This design comes from an exercise in tuning for small area, a short achievable clock period and few clock cycles per item on the open sky130 flow, not from production work. Only simulation tests tie the RTL to the original design; equivalence was not proved.

**design.v**
```verilog
module gf251_mul (
    input  wire [7:0] a,
    input  wire [7:0] b,
    output wire [7:0] p
);
    wire [15:0] prod = a * b;
    wire [10:0] q    = prod[15:8] * 3'd5 + prod[7:0];    
    wire [8:0]  s    = q[10:8] * 3'd5 + q[7:0];           
    assign p = (s >= 9'd251) ? s - 9'd251 : s[7:0];
endmodule
module gf251_encode (
    input  wire         clk,
    input  wire         rst,
    input  wire         start,
    input  wire [3:0]   k,
    input  wire [7:0]   n,
    input  wire [7:0]   r,
    input  wire [111:0] px,         
    output wire         ready,
    output wire         out_valid,
    input  wire         out_ready,
    output wire         out_last,
    output wire         out_err,
    output wire [7:0]   out_m,      
    output wire [7:0]   out_d       
);
    function [7:0] norm8(input [7:0] v);
        begin
            norm8 = (v >= 8'd251) ? v - 8'd251 : v;
        end
    endfunction
    function [7:0] fadd(input [7:0] a, input [7:0] b);
        reg [8:0] s;
        begin
            s = a + b;
            fadd = (s >= 9'd251) ? s - 9'd251 : s[7:0];
        end
    endfunction
    function [7:0] cmul(input [7:0] x, input [2:0] c);
        reg [10:0] p;
        reg [8:0]  q;
        begin
            p = x * c;
            q = p[10:8] * 3'd5 + p[7:0];
            cmul = (q >= 9'd251) ? q - 9'd251 : q[7:0];
        end
    endfunction
    reg        pend;        
    reg [1:0]  pc;          
    reg [7:0]  P [0:13];
    reg [7:0]  R;           
    reg [7:0]  B0;
    reg [3:0]  KK;
    reg [7:0]  NN;
    reg        bad;
    wire [7:0] mul_p;
    gf251_mul u_mul (.a(R), .b(pc[1] ? P[1] : P[0]), .p(mul_p));
    localparam E_IDLE = 3'd0;
    localparam E_CONV = 3'd1;
    localparam E_STEP = 3'd2;
    localparam E_OUT  = 3'd3;
    localparam E_ERR  = 3'd4;
    reg [2:0]  est;
    reg [2:0]  s;
    reg [3:0]  ek;
    reg [7:0]  cnt;
    reg [7:0]  F [0:7];
    reg [7:0]  G [0:7];
    reg        o_valid, o_last, o_err;
    wire xfer     = o_valid & out_ready;
    wire eng_free = (est == E_IDLE) || (xfer && o_last);
    wire launch   = pend && (pc == 2'd3) && eng_free;
    wire last_s   = ({1'b0, s} == ek - 4'd1);
    wire release_p = (launch && bad) || (est == E_CONV && last_s);
    wire estep    = (est == E_STEP) || (est == E_OUT && out_ready);
    wire conv     = (est == E_CONV);
    wire [7:0] sumF [0:6];
    wire [7:0] sumG [0:6];
    genvar t;
    generate
        for (t = 0; t < 7; t = t + 1) begin : g_sum
            assign sumF[t] = fadd(F[t], F[t+1]);
            assign sumG[t] = fadd(G[t], G[t+1]);
        end
    endgenerate
    wire [3:0] gidx  = ek + {1'b0, s} - 4'd2;
    wire [7:0] feedF = norm8(P[s]);
    wire [7:0] feedG = (s == 3'd0) ? B0 : (s == 3'd1) ? R : norm8(P[gidx]);
    assign ready = ~pend;
    integer q;
    always @(posedge clk) begin
        if (!pend) begin
            for (q = 0; q < 14; q = q + 1) P[q] <= px[8*q +: 8];
            R  <= r;
            KK <= k;
            NN <= n;
        end else begin
            case (pc)
                2'd0: begin
                    P[0] <= (norm8(P[0]) == 8'd0) ? 8'd1 : norm8(P[0]);
                    P[1] <= (norm8(P[1]) == 8'd0) ? 8'd1 : norm8(P[1]);
                    R    <= 8'd251 - R;
                    bad  <= (KK < 4'd3) || (KK > 4'd8) || (NN < {4'd0, KK}) || (NN > 8'd250);
                end
                2'd1: B0 <= mul_p;
                2'd2: R  <= mul_p;
                default: ;
            endcase
        end
        if (conv) begin
            F[0] <= feedF;
            G[0] <= feedG;
            for (q = 1; q < 8; q = q + 1) begin
                F[q] <= (s == 3'd0) ? 8'd0 : cmul(sumF[q-1], q);
                G[q] <= (s == 3'd0) ? 8'd0 : cmul(sumG[q-1], q);
            end
        end else if (estep) begin
            for (q = 0; q < 7; q = q + 1) begin
                F[q] <= sumF[q];
                G[q] <= sumG[q];
            end
        end
        if (launch) begin
            ek  <= KK;
            cnt <= NN;
            s   <= 3'd0;
        end else if (conv) begin
            s <= s + 3'd1;
        end else if (est == E_STEP || xfer) begin
            cnt <= cnt - 8'd1;
        end
        if (rst) begin
            pend    <= 1'b0;
            pc      <= 2'd0;
            est     <= E_IDLE;
            o_valid <= 1'b0;
            o_last  <= 1'b0;
            o_err   <= 1'b0;
        end else begin
            if (!pend) begin
                pend <= start;
                pc   <= 2'd0;
            end else begin
                if (pc != 2'd3) pc <= pc + 2'd1;
                if (release_p) pend <= 1'b0;
            end
            if (launch) begin
                est     <= bad ? E_ERR : E_CONV;
                o_valid <= bad;
                o_err   <= bad;
                o_last  <= bad;
            end else begin
                case (est)
                    E_CONV: if (last_s) est <= E_STEP;
                    E_STEP: begin
                        est     <= E_OUT;
                        o_valid <= 1'b1;
                        o_last  <= (cnt == 8'd1);
                    end
                    E_OUT: if (out_ready) begin
                        if (o_last) begin
                            est     <= E_IDLE;
                            o_valid <= 1'b0;
                        end
                        o_last <= (cnt == 8'd1);
                    end
                    E_ERR: if (out_ready) begin
                        est     <= E_IDLE;
                        o_valid <= 1'b0;
                        o_err   <= 1'b0;
                    end
                    default: est <= E_IDLE;
                endcase
            end
        end
    end
    assign out_valid = o_valid;
    assign out_last  = o_last;
    assign out_err   = o_err;
    assign out_m     = F[0];
    assign out_d     = G[0];
endmodule
```
**run.sh**
```bash
#!/bin/bash
# synth_recipe.tcl (not shown) runs the flow's synth.tcl, then flattens the netlist and writes it again
# the make line also repeats each setting of config.mk as NAME=value (left out here)
make -C /OpenROAD-flow-scripts/flow DESIGN_CONFIG=/design/flow/config.mk WORK_HOME=/design/flow/orfs CLKGATE_MAP_FILE= SYNTH_SCRIPT=/design/flow/synth_recipe.tcl finish
```
**config.mk**
```make
export PLATFORM = sky130hd
export DESIGN_NAME = gf251_encode
export DESIGN_NICKNAME = gf251_encode
export VERILOG_FILES = /design/flow/design.v
export SDC_FILE = /design/flow/constraint.sdc
export NUM_CORES = 4
export LEC_CHECK = 0
export CAP_MARGIN = 20
export CORE_MARGIN = 2
export CORE_UTILIZATION = 40
export PLACE_DENSITY = 0.6
export SLEW_MARGIN = 20
```
**constraint.sdc**
```tcl
create_clock -name core_clock -period 22.0 [get_ports {clk}]
set_input_delay 4.4000 -clock core_clock [delete_from_list [all_inputs] [get_ports {clk}]]
set_output_delay 4.4000 -clock core_clock [all_outputs]
set_load 0.01 [all_outputs]
```
==> results.txt <==
[flip-flops by register name, indices dropped and copies added (netlist names)]
register  count
P           112
F            64
G            64
B0            8
NN            8
R             8
cnt           8
KK            4
ek            4
est           3
s             3
pc            2
bad           1
o_err         1
o_last        1
o_valid       1
pend          1
[cell usage after synthesis, types with 20 or more instances]
cell and n:
edfxtp_1 281, xnor2_1 220, o21a_1 20, nand2b_1 37, or3_1 22, clkbuf_1 87
o22ai_1 31, o21ai_0 135, and2_1 29, mux2i_1 52, nor3_1 67, ha_1 390
nand4_1 20, a21o_1 75, o21bai_1 74, a21oi_1 262, nor2b_1 106, and3_1 21
nand2_1 201, xor2_1 127, fa_1 97, nand3_1 75, nor2_1 208, o211ai_1 20
inv_1 302, a211oi_1 24, a221oi_1 28, mux2_2 22
[worst register-to-register path, delay by kind of cell (launching register included)]
family | cells | cell delay [ns]
AO/OA/AOI/OAI | 15 | 2.41
XOR/XNOR | 2 | 0.35
adder cells (fa/ha/maj) | 11 | 4.56
buffers and inverters | 6 | 0.32
flip-flops | 1 | 0.67
multiplexers | 2 | 1.11
AND/OR/NAND/NOR | 7 | 1.20
[metrics by stage]
step	setup WS [ns]	std cells	hold slack [ns]
after floorplan	9.289	3362	0.4746
after detailed placement	11.13	4476	0.4742
after CTS	11.10	4545	0.4896
final	11.08	4545	0.4867
after global routing	10.16	4545	0.5122
after global placement	11.30	4476	0.4633
[metal layers]
layer / wire, um / share of wire, %
met4: 2096 / 2.6
met3: 4295 / 5.3
met1: 38110 / 47
met5: 26 / 0.032
met2: 37040 / 45
[how the worst max path moves through the flow]
stage / startpoint / endpoint / slack [ns]
3_5_place_dp: pc[1]$_SDFFE_PP0P_ / R[1]$_DFFE_PP_ / 11.13
3_3_place_gp: pc[1]$_SDFFE_PP0P_ / R[1]$_DFFE_PP_ / 11.30
5_1_grt: pc[1]$_SDFFE_PP0P_ / R[1]$_DFFE_PP_ / 10.16
4_1_cts: pc[1]$_SDFFE_PP0P_ / R[1]$_DFFE_PP_ / 11.10
2_1_floorplan: out_ready / F[0][0]$_DFFE_PP_ / 9.29
6_report: pc[1]$_SDFFE_PP0P_ / R[1]$_DFFE_PP_ / 11.08
[final cells by class]
cell class,instances,area [um2],area share [%]
inverters,303,1140,3.243
well taps,1040,1301,3.702
repair buffers,173,1687,4.799
flip-flops and latches,293,8680,24.69
clock inverters,25,282.8,0.8045
clock buffers,44,994.7,2.830
multi-input cells,2667,21060,59.93
[kinds of logic after synthesis]
| kind of cell | Yosys count |
|---|---|
| AO/OA/AOI/OAI | 891 |
| XOR/XNOR | 350 |
| adder cells (fa/ha/maj) | 487 |
| buffers and inverters | 402 |
| flip-flops | 293 |
| multiplexers | 75 |
| AND/OR/NAND/NOR | 864 |
==> summary.md <==
| Metric | Value |
|---|---|
| Slack of the worst reg-to-reg path | approximately 11 ns |
| Quantity of hold-fixing buffers added after cts | 0 |
| Synthesized netlist net count | around 4k |
| Cell at the slowest stage of the critical path | mux2i_1 |
| R2R Path Start | pc[1]$_SDFFE_PP0P_ |
| Adder and majority cell fraction of the synthesized area | between 20% and 30% |
| DRC viols | 0 |
| Post-synthesis sequential element count | about 290 |
| Synthesized-area fraction occupied by ao, oa, aoi and oai cells | 19.18% |
| Worst min path class | register to register |
| Largest net degree at the start of global routing | 76 |
| Cell at the root of the clock tree | clkbuf_16 |
| H-tree depth | 2 |
| Classification of the worst setup path | register to register |
| Total die area | around 0.080 mm2 |
| Register-to-Register Path Depth | 43 |
| Share of flip-flops with an asynchronous set or reset after synthesis | 0% |
| Proportion of layout cells with a drive suffix above 1 | around 4% |
| RSZ-0062 raised after global routing | no |
| Diode insertion count for antenna repair | 0 |
| Standard-cell rows | between 100 and 150 |
| # setup viols final | 0 |
| Most frequently used flop master after synthesis | edfxtp_1 |
| Met1 demand-to-capacity share in global routing | 27.43% |
| Die height | roughly 280 um |
| Portion of synthesized cell area occupied by the leading cell type | around 27% |
| Mean Syn Cell Area | between 9 and 10 um2 |
| Delay-heaviest family, CP | adder cells |
| Area of the mapped netlist | roughly 0.031 mm2 |
| CP Launch Type | register |
| Most frequent standard cell in the layout excluding fill and tap cells | ha_1 |
| Crit-path max cell delay | approximately 0.69 ns |
| Utilization after layout | a little under half |
| Number of I/O pins | about 160 |
| Dominant combinational cell family by area after synthesis | adder cells |
| Status | timing/DRC/antenna clean |
| Number of vias per cell | 5.529 |
| Detail-routed net length per standard cell | ~18 um |
| Congestion Overflow GR | 0 |
| Width of the chip | ~280 um |
| GRT Overall Usage | between 10% and 20% |
| Sequential area share after synthesis | ~28% |
| Highest-utilization routing layer at the global route stage | met2 |
| Resized cells post-CTS | 0 |
| Area fraction in and, or, nand and nor cells after synthesis | between 10% and 20% |
| Setup_tns | 0 ns |
| Effective utilization at floorplan | 40.36% |
| Initial antenna violation count | 2 |
| Placed wire-length estimate after detailed placement | between 60000 and 70000 um |
| Most Frequent Cell on Critical Path | a21oi_1 |
| Capture point of the worst reg-to-reg path | R[1]$_DFFE_PP_ |
| Mux contribution to synthesized area | 2.533% |
| Area growth from synthesis to layout | 12.59% |
| CTS clock-pin slew for the worst setup and hold paths | 0.07 ns |
| Global routing met3 resource utilization | between 2 and 2.5% |
| Crit Path Max Fanout | 12 |
| Share of the cycle needed by the critical path after routing | ~50% |
| Cell taking the most area after synthesis | edfxtp_1 |
| Clock net sink count | between 200 and 300 |
| Initial DRC Count | 1943 |
| Critical Path End Type | register |
| Net count, final | 4099 |
| Dominant cells by area after synthesis | edfxtp_1, ha_1, fa_1 |
| Worst-margin pin slew | a little over 1 ns |
| Clock latency at the later pin of the worst-skew pair | ~0.56 ns |
| Cell depth of the worst hold path | 2 |
| Antenna Nets Post-Route | 0 |
| Via Count | roughly 25k |
| Port Buffers | about 160 |
| Most frequent cells in the layout | ha_1, inv_1, edfxtp_1 |
| Buffer and inverter count on the worst path | 6 |
| Clock buffer count from CTS | 38 |
| Final number of hold-violating endpoints | 0 |
| Fin area | roughly 0.035 mm2 |
| Global-route wire length before repair | 130300 um |
| Number of buffers added for setup after CTS | 0 |
| Hold path startpoint | o_err$_SDFFE_PP0P_ |
| Final worst clock skew | between 0.02 and 0.025 ns |
| Number of synthesized flops with an enable pin | 281 |
| Cells after Synth | about 3.4k |
| Relative slew slack | between 30% and 40% |
| Max cap viols | 0 |
| Area share of xor/xnor cells in the synthesized design | under 10% |
| Maximum frequency from static timing analysis | about 90 MHz |
| TritonCTS clock tree | yes |
| Met2 demand-to-capacity share in global routing | around 32% |
| Core box area | about 0.077 mm2 |
| Largest buffer count on any clock path | 3 |
| Library cells used by synthesis | between 90 and 100 |
| Data required time of the worst path | between 20 and 25 ns |
| Final critical delay including setup and external delays | roughly 11 ns |
| DR pass1 iterations | 6 |
| Number of global-route vias before repair | 24.45k |
| Stages on worst setup path | 43 |
| Min-Delay Endpoint | o_err$_SDFFE_PP0P_ |
| Count of filler cells inserted in the layout | 7512 |
| Weighted congestion at the end of routability-driven global placement | around 0.9 |
| Total placed instance area | approximately 0.034 mm2 |
| Arrival time at the worst endpoint | 11.19 ns |
| Wire length after detailed routing | between 80000 and 90000 um |
| Final Max Tran Viols | 0 |
| Number of warnings reported in the yosys synthesis log | 4 |
Testbench counts, summed over its fixed seeds: cycles 5,583, items 3,482.

static timing again, ports no longer ideal:
No port has a modelled driver above. Below, the same layout with a new extraction and two added sets of constraints. Step 1 assumes that a clkbuf_16 drives the clock port and a buf_2 every other input. Step 2, shift: input delay + t, output delay - t, t = (earliest + latest rising clock arrival at the registers) / 2. This alone moves slack from input paths to output paths. a / b / c = ideal ports / drivers / drivers and shift; a / b = the first two.
shift t [ns]: 0.613
setup slack, ns: 11.084 / 11.084 / 11.084
worst setup path after step 2: register to register
clock arrival spread, ns: 0.021 / 0.021
pins driven straight from the clock port: 1
After both steps setup and hold are still met in this run. The setup slack of this run moves by 0.000 ns with the drivers and by 0.000 ns with both steps.
